Context: an optimization exercise on an open-source flow, tuned for small area and a short achievable clock period. The choices shown serve that exercise and are no tape-out recipe.
Only simulation tests tie the RTL to the original design; equivalence was not proved.
No activity file was given, so power comes from the tool's default toggle rates.

## exp/fjord
==> flow/design.v <==
module capdec_pre (
    input  wire [2:0]   ver,
    input  wire [128:0] cap,
    output wire         mw14,
    output wire         inv,
    output wire         sext,
    output wire         err,
    output wire         internal,
    output wire [5:0]   e_raw,
    output wire         over,
    output wire         sat
);
    assign mw14 = ~ver[2] & ~ver[1];
    assign inv  = ver[2] | (ver[1] & ver[0]);
    assign sext = ver[2];
    assign err  = ver[2] & ver[1];
    wire sat_en = ver[2] & ver[0];
    wire ie_bit = mw14 ? cap[90] : cap[94];
    assign internal = ie_bit ^ inv;
    wire [5:0] e6x   = (mw14 ? {cap[80:78], cap[66:64]} : {cap[82:80], cap[66:64]}) ^ {6{inv}};
    assign e_raw = internal ? e6x : 6'd0;
    assign over  = internal & (mw14 ? (e6x > 6'd52) : (e6x > 6'd50));
    assign sat   = sat_en & internal & (e6x >= 6'd51);
endmodule
module capdec_bounds (
    input  wire         mw14,
    input  wire         inv,
    input  wire         sext,
    input  wire         internal,
    input  wire [5:0]   exp_c,
    input  wire         sat,
    input  wire [128:0] cap,
    output wire [63:0]  base,
    output wire [64:0]  limit,
    output wire [63:0]  repb,
    output wire [64:0]  rept
);
    wire [15:0] bf = mw14 ? {2'b00, cap[77:64]} : cap[79:64];
    wire [13:0] tf = mw14 ? {2'b00, cap[89:78]} : cap[93:80];
    wire full_win = mw14 ? (exp_c > 6'd50) : (exp_c > 6'd48);
    wire [15:0] B   = internal ? {bf[15:3], 3'b000} : bf;
    wire [13:0] Tlo = internal ? {tf[13:3], 3'b000} : tf;
    wire [13:0] b_low = mw14 ? {2'b00, B[11:0]} : B[13:0];
    wire        carry = (Tlo < b_low);
    wire [1:0]  b_top = mw14 ? B[13:12] : B[15:14];
    wire [1:0]  ttop  = b_top + {1'b0, carry} + {1'b0, internal};
    wire [15:0] T     = mw14 ? {2'b00, ttop, Tlo[11:0]} : {ttop, Tlo};
    wire [63:0] a  = sext ? {{8{cap[55]}}, cap[55:0]} : cap[63:0];
    wire [64:0] ax = {1'b0, a};
    wire [65:0] a3v = mw14 ? {13'd0, a[63:11]} : {15'd0, a[63:13]};
    wire [65:0] a3s = a3v >> exp_c;
    wire [2:0]  A3  = a3s[2:0];
    wire [2:0]  B3  = mw14 ? B[13:11] : B[15:13];
    wire [2:0]  T3  = mw14 ? T[13:11] : T[15:13];
    wire [2:0]  R3  = B3 - 3'd1;
    wire aHi = (A3 < R3);
    wire tHi = (T3 < R3);
    wire bz  = (B3 == 3'd0);
    wire eb  = aHi ^ bz;
    wire et  = aHi ^ tHi;
    wire [63:0] th;
    wire [64:0] hi;
    genvar i, l;
    generate
        for (i = 0; i < 64; i = i + 1) begin : g_th
            assign th[i] = (exp_c <= i);
        end
        for (i = 0; i <= 64; i = i + 1) begin : g_hi
            if (i < 14)      assign hi[i] = 1'b0;
            else if (i < 16) assign hi[i] = mw14 & th[i-14];
            else             assign hi[i] = mw14 ? th[i-14] : th[i-16];
        end
    endgenerate
    wire [63:0] p = a | ~hi[63:0];
    wire [63:0] q = ~a | ~hi[63:0];
    wire [63:0] pp [0:6];
    wire [63:0] qq [0:6];
    assign pp[0] = p;
    assign qq[0] = q;
    generate
        for (l = 0; l < 6; l = l + 1) begin : g_lvl
            for (i = 0; i < 64; i = i + 1) begin : g_bit
                if (i & (1 << l)) begin
                    assign pp[l+1][i] = pp[l][i] & pp[l][(i >> l << l) - 1];
                    assign qq[l+1][i] = qq[l][i] & qq[l][(i >> l << l) - 1];
                end else begin
                    assign pp[l+1][i] = pp[l][i];
                    assign qq[l+1][i] = qq[l][i];
                end
            end
        end
    endgenerate
    wire [64:0] c  = {pp[6], 1'b1} & hi;
    wire [64:0] b  = {qq[6], 1'b1} & hi;
    wire [64:0] ah = ax & hi;
    wire [64:0] m  = aHi ? b : c;
    wire guard64 = ~mw14 & (exp_c == 6'd48);
    wire [15:0] B16 = mw14 ? {2'b00, B[13:0]} : B;
    wire [64:0] Bs  = {49'd0, B16 & {16{~sat}}} << exp_c;
    wire [64:0] Ts  = {49'd0, T & {16{~sat}}} << exp_c;
    wire [15:0] R16 = mw14 ? {2'b00, R3, 11'd0} : {R3, 13'd0};
    wire [64:0] Rs  = {49'd0, R16 & {16{~full_win}}} << exp_c;
    wire [64:0] base_p  = (ah ^ ({65{eb}} & m)) | Bs;
    wire [64:0] limit_u = ah ^ ({65{et}} & m);
    wire [64:0] limit_p = {limit_u[64] & ~guard64, limit_u[63:0]} | Ts;
    wire cond = base_p[63] ? ~(limit_p[64] ^ limit_p[63]) : limit_p[64];
    wire flip = inv & (exp_c < 6'd49) & cond;
    assign base  = base_p[63:0];
    assign limit = {(limit_p[64] ^ flip) | sat, limit_p[63:0]};
    assign repb = ah[63:0] ^ ({64{aHi}} & b[63:0]) | Rs[63:0];
    assign rept = {m[64] | full_win, ah[63:0] ^ ({64{~aHi}} & c[63:0]) | Rs[63:0]};
endmodule
module capdec_core (
    input  wire         mw14,
    input  wire         inv,
    input  wire         sext,
    input  wire         err_in,
    input  wire         internal,
    input  wire [5:0]   e_raw,
    input  wire         over,
    input  wire         sat,
    input  wire [128:0] cap,
    output wire         err,
    output wire         tag,
    output wire [17:0]  perms,
    output wire [18:0]  otype,
    output wire         ie,
    output wire [15:0]  bottom,
    output wire [13:0]  top,
    output wire [7:0]   flags,
    output wire [63:0]  value,
    output wire [63:0]  base,
    output wire [64:0]  limit,
    output wire [5:0]   exponent,
    output wire [63:0]  repb,
    output wire [64:0]  rept
);
    assign err      = err_in;
    assign tag      = cap[128];
    assign perms    = cap[127:110];
    assign flags    = cap[63:56];
    assign value    = cap[63:0];
    assign otype    = mw14 ? cap[109:91] : {4'd0, cap[109:95]};
    assign ie       = mw14 ? cap[90] : cap[94];
    assign bottom   = mw14 ? {2'd0, cap[77:64]} : cap[79:64];
    assign top      = mw14 ? {2'd0, cap[89:78]} : cap[93:80];
    wire [5:0] exp_c = over ? (mw14 ? 6'd52 : 6'd50) : e_raw;
    assign exponent = exp_c;
    capdec_bounds u_bounds (
        .mw14(mw14), .inv(inv), .sext(sext), .internal(internal), .exp_c(exp_c), .sat(sat),
        .cap(cap), .base(base), .limit(limit), .repb(repb), .rept(rept));
endmodule
module cap_bounds_decoder (
    input  wire         clk,
    input  wire         rst,
    input  wire         in_valid,
    input  wire [2:0]   in_ver,
    input  wire [128:0] in_cap,
    output reg          out_valid,
    output reg          out_err,
    output reg          out_tag,
    output reg  [17:0]  out_perms,
    output reg  [18:0]  out_otype,
    output reg          out_ie,
    output reg  [15:0]  out_bottom,
    output reg  [13:0]  out_top,
    output reg  [7:0]   out_flags,
    output reg  [63:0]  out_value,
    output reg  [63:0]  out_base,
    output reg  [64:0]  out_limit,
    output reg  [5:0]   out_exponent,
    output reg  [63:0]  out_repb,
    output reg  [64:0]  out_rept
);
    wire       p_mw14, p_inv, p_sext, p_err, p_internal, p_over, p_sat;
    wire [5:0] p_e_raw;
    capdec_pre u_pre (
        .ver(in_ver), .cap(in_cap), .mw14(p_mw14), .inv(p_inv), .sext(p_sext), .err(p_err),
        .internal(p_internal), .e_raw(p_e_raw), .over(p_over), .sat(p_sat));
    reg         s1_valid;
    reg [128:0] s1_cap;
    reg         s1_mw14, s1_inv, s1_sext, s1_err, s1_internal, s1_over, s1_sat;
    reg [5:0]   s1_e_raw;
    always @(posedge clk) begin
        if (rst) s1_valid <= 1'b0;
        else     s1_valid <= in_valid;
        s1_cap      <= in_cap;
        s1_mw14     <= p_mw14;
        s1_inv      <= p_inv;
        s1_sext     <= p_sext;
        s1_err      <= p_err;
        s1_internal <= p_internal;
        s1_sat      <= p_sat;
        s1_e_raw    <= p_e_raw;
        s1_over     <= p_over;
    end
    wire        d_err, d_tag, d_ie;
    wire [17:0] d_perms;
    wire [18:0] d_otype;
    wire [15:0] d_bottom;
    wire [13:0] d_top;
    wire [7:0]  d_flags;
    wire [63:0] d_value, d_base, d_repb;
    wire [64:0] d_limit, d_rept;
    wire [5:0]  d_exponent;
    capdec_core u_core (
        .mw14(s1_mw14), .inv(s1_inv), .sext(s1_sext), .err_in(s1_err),
        .internal(s1_internal), .e_raw(s1_e_raw), .over(s1_over), .sat(s1_sat), .cap(s1_cap),
        .err(d_err), .tag(d_tag), .perms(d_perms), .otype(d_otype), .ie(d_ie),
        .bottom(d_bottom), .top(d_top), .flags(d_flags), .value(d_value),
        .base(d_base), .limit(d_limit), .exponent(d_exponent),
        .repb(d_repb), .rept(d_rept));
    always @(posedge clk) begin
        if (rst) out_valid <= 1'b0;
        else     out_valid <= s1_valid;
        out_err      <= d_err;
        out_tag      <= d_tag;
        out_perms    <= d_perms;
        out_otype    <= d_otype;
        out_ie       <= d_ie;
        out_bottom   <= d_bottom;
        out_top      <= d_top;
        out_flags    <= d_flags;
        out_value    <= d_value;
        out_base     <= d_base;
        out_limit    <= d_limit;
        out_exponent <= d_exponent;
        out_repb     <= d_repb;
        out_rept     <= d_rept;
    end
endmodule
Settings: LEC_CHECK=0, CAP_MARGIN=20, CORE_MARGIN=2, CORE_UTILIZATION=50, SLEW_MARGIN=20; clock period 26.0 ns.
standard.sh (not shown) runs the stock make flow with config.mk's settings and CLKGATE_MAP_FILE= SYNTH_SCRIPT=/design/flow/synth_recipe.tcl, a recipe that flattens the netlist after the stock synthesis.
==> flow/flow/run.sh <==
#!/bin/bash
# Layout flow: the standard.sh, with these changes in how the layout is
# made; it is still laid out and signed off at the design's clock period
# and constraints:
#  - synthesis uses flow/synth_area.tcl (see there; registers as standard),
#  - ports are buffered with plain buf_1 cells,
#  - timing repair up to and including CTS aims at a setup margin of
#    19.8 ns; later repair (after global routing) at 19.65 ns.
# Each step's full output is in the log named below and in orfs/logs.
set -uo pipefail
cd "$(dirname "$0")/.."
W=$PWD
export BUFFER_PORTS_ARGS="-buffer_cell sky130_fd_sc_hd__buf_1"
sed "s#SYNTH_SCRIPT=[^ ]*#SYNTH_SCRIPT=$W/flow/synth_area.tcl#" standard.sh > flow_synth.sh
bash flow_synth.sh synth > flow_synth.log 2>&1 || exit 1
SETUP_SLACK_MARGIN=19.8 bash standard.sh cts > flow_to_cts.log 2>&1 || exit 1
SETUP_SLACK_MARGIN=19.65 bash standard.sh finish > flow_finish.log 2>&1
==> flow/flow/synth_area.tcl <==
# The standard synthesis (synth_recipe.tcl: ORFS synth.tcl without the fsm
# and share passes, then flattened and renamed), with two changes that only
# touch the combinational mapping (flip-flops are mapped exactly as there):
#  - no full/half-adder extraction (ADDER_MAP_FILE empty),
#  - ABC maps with its default script instead of ORFS's speed script.
proc synth {args} { yosys synth -nofsm -noshare {*}$args }
set ::env(ADDER_MAP_FILE) ""
proc abc {args} {
  set keep {}
  set skip 0
  foreach a $args {
    if {$skip} { set skip 0; continue }
    if {$a eq "-script" || $a eq "-D"} { set skip 1; continue }
    lappend keep $a
  }
  yosys abc {*}$keep
}
source $::env(SCRIPTS_DIR)/synth.tcl
# left out here: clear keep_hierarchy, flatten, clean up, hide names made inside functions, write 1_2_yosys.v
### exp/fjord -> exp/delta
# exp/fjord
export LEC_CHECK = 0
export CAP_MARGIN = 20
export CORE_MARGIN = 2
export CORE_UTILIZATION = 50
export SLEW_MARGIN = 20
create_clock -name core_clock -period 26.0 [get_ports {clk}]
# exp/delta
export LEC_CHECK = 0
export CAP_MARGIN = 20
export CORE_MARGIN = 2
export CORE_UTILIZATION = 40
export SLEW_MARGIN = 20
create_clock -name core_clock -period 26.0 [get_ports {clk}]
--- a/flow/flow/run.sh
+++ b/flow/flow/run.sh
@@ -7,3 +7,3 @@
 #  - timing repair up to and including CTS aims at a setup margin of
-#    19.8 ns; later repair (after global routing) at 19.65 ns.
+#    19.6 ns; later repair (after global routing) at 0 ns.
 # Each step's full output is in the log named below and in orfs/logs.
@@ -15,3 +15,3 @@
 bash flow_synth.sh synth > flow_synth.log 2>&1 || exit 1
-SETUP_SLACK_MARGIN=19.8 bash standard.sh cts > flow_to_cts.log 2>&1 || exit 1
-SETUP_SLACK_MARGIN=19.65 bash standard.sh finish > flow_finish.log 2>&1
+SETUP_SLACK_MARGIN=19.6 bash standard.sh cts > flow_to_cts.log 2>&1 || exit 1
+SETUP_SLACK_MARGIN=0 bash standard.sh finish > flow_finish.log 2>&1
==> comparison <==
Type of the worst setup path: reg -> reg -> exp/delta, in -> reg -> exp/fjord
Delta (exp/delta minus exp/fjord): total power went down, minimum setup slack in the final design went down, routed wire length went down.
exp/delta vs exp/fjord on fraction of layout instances using a drive strength above 1: exp/delta is the lower one.
On total routing usage reported by global routing: between exp/fjord and exp/delta, it ends up higher for exp/fjord.
Edits applied to the flow inputs when going from exp/delta to exp/pepper:
--- a/flow/flow/run.sh
+++ b/flow/flow/run.sh
@@ -7,3 +7,3 @@
 #  - timing repair up to and including CTS aims at a setup margin of
-#    19.6 ns; later repair (after global routing) at 0 ns.
+#    19.7 ns; later repair (after global routing) at 19.5 ns.
 # Each step's full output is in the log named below and in orfs/logs.
@@ -15,3 +15,3 @@
 bash flow_synth.sh synth > flow_synth.log 2>&1 || exit 1
-SETUP_SLACK_MARGIN=19.6 bash standard.sh cts > flow_to_cts.log 2>&1 || exit 1
-SETUP_SLACK_MARGIN=0 bash standard.sh finish > flow_finish.log 2>&1
+SETUP_SLACK_MARGIN=19.7 bash standard.sh cts > flow_to_cts.log 2>&1 || exit 1
+SETUP_SLACK_MARGIN=19.5 bash standard.sh finish > flow_finish.log 2>&1
==> flow/flow/abc_area_map.script (new file) <==
strash
dch
map -a
topo
--- a/flow/flow/synth_area.tcl
+++ b/flow/flow/synth_area.tcl
@@ -4,3 +4,5 @@
 #  - no full/half-adder extraction (ADDER_MAP_FILE empty),
-#  - ABC maps with its default script instead of ORFS's speed script.
+#  - ABC maps with flow/abc_area_map.script (area-oriented mapping)
+#    instead of ORFS's speed script.
+set ::abc_map_script [file join [file dirname [file normalize [info script]]] abc_area_map.script]
 proc synth {args} { yosys synth -nofsm -noshare {*}$args }
@@ -15,3 +17,3 @@
   }
-  yosys abc {*}$keep
+  yosys abc -script $::abc_map_script {*}$keep
 }
Findings:
- exp/pepper ran to completion and came out clean on the timing, DRC and antenna checks.
- For exp/delta, the largest power group was combinational logic, unlike exp/pepper, where it was registers.
- Max count of placed standard cells including taps across exp/delta and exp/pepper: exp/pepper
- exp/pepper vs exp/delta: HPWL after detailed placement down by a few percent
- Higher count of clock-buffer cells in the layout among exp/delta and exp/pepper: exp/delta
- Of exp/delta and exp/pepper, exp/delta shows the higher multiplexer area fraction after synthesis, with exp/pepper below it.
- Leakage dissipation for exp/pepper: 3.0% up relative to exp/delta
- Between exp/delta and exp/pepper, the flow reports routed wire length decreasing slightly.
- The lower total power came out of exp/pepper.

re-timing with driven ports:
No port has a modelled driver above. Below, the same layouts with a new extraction and two added sets of constraints. Step 1: set_driving_cell puts a clkbuf_16 on clk and a buf_2 on each other input, an assumption about the parent block. Step 2 moves the port delays by t, midway between the first and last clock arrival at a register: inputs arrive t later, outputs are due t later. That takes back most of the time a late clock gives input paths. a / b / c = ideal / step 1 / step 2; a / b = the first two.
run | t (ns) | setup slack, ns | worst setup path after step 2 | slew at the worst register clock pin (ns)
exp/fjord | 0.675 | 19.665 / 19.611 / 19.016 | input to register | 0.07 / 0.07
exp/delta | 0.669 | 19.437 / 19.437 / 19.227 | input to register | 0.07 / 0.07
exp/pepper | 0.668 | 19.627 / 19.627 / 19.213 | input to register | 0.08 / 0.08
After both steps every run listed still meets setup and hold. The setup slack of exp/fjord, which loses most, moves by -0.054 ns with the drivers and by -0.649 ns with both steps.
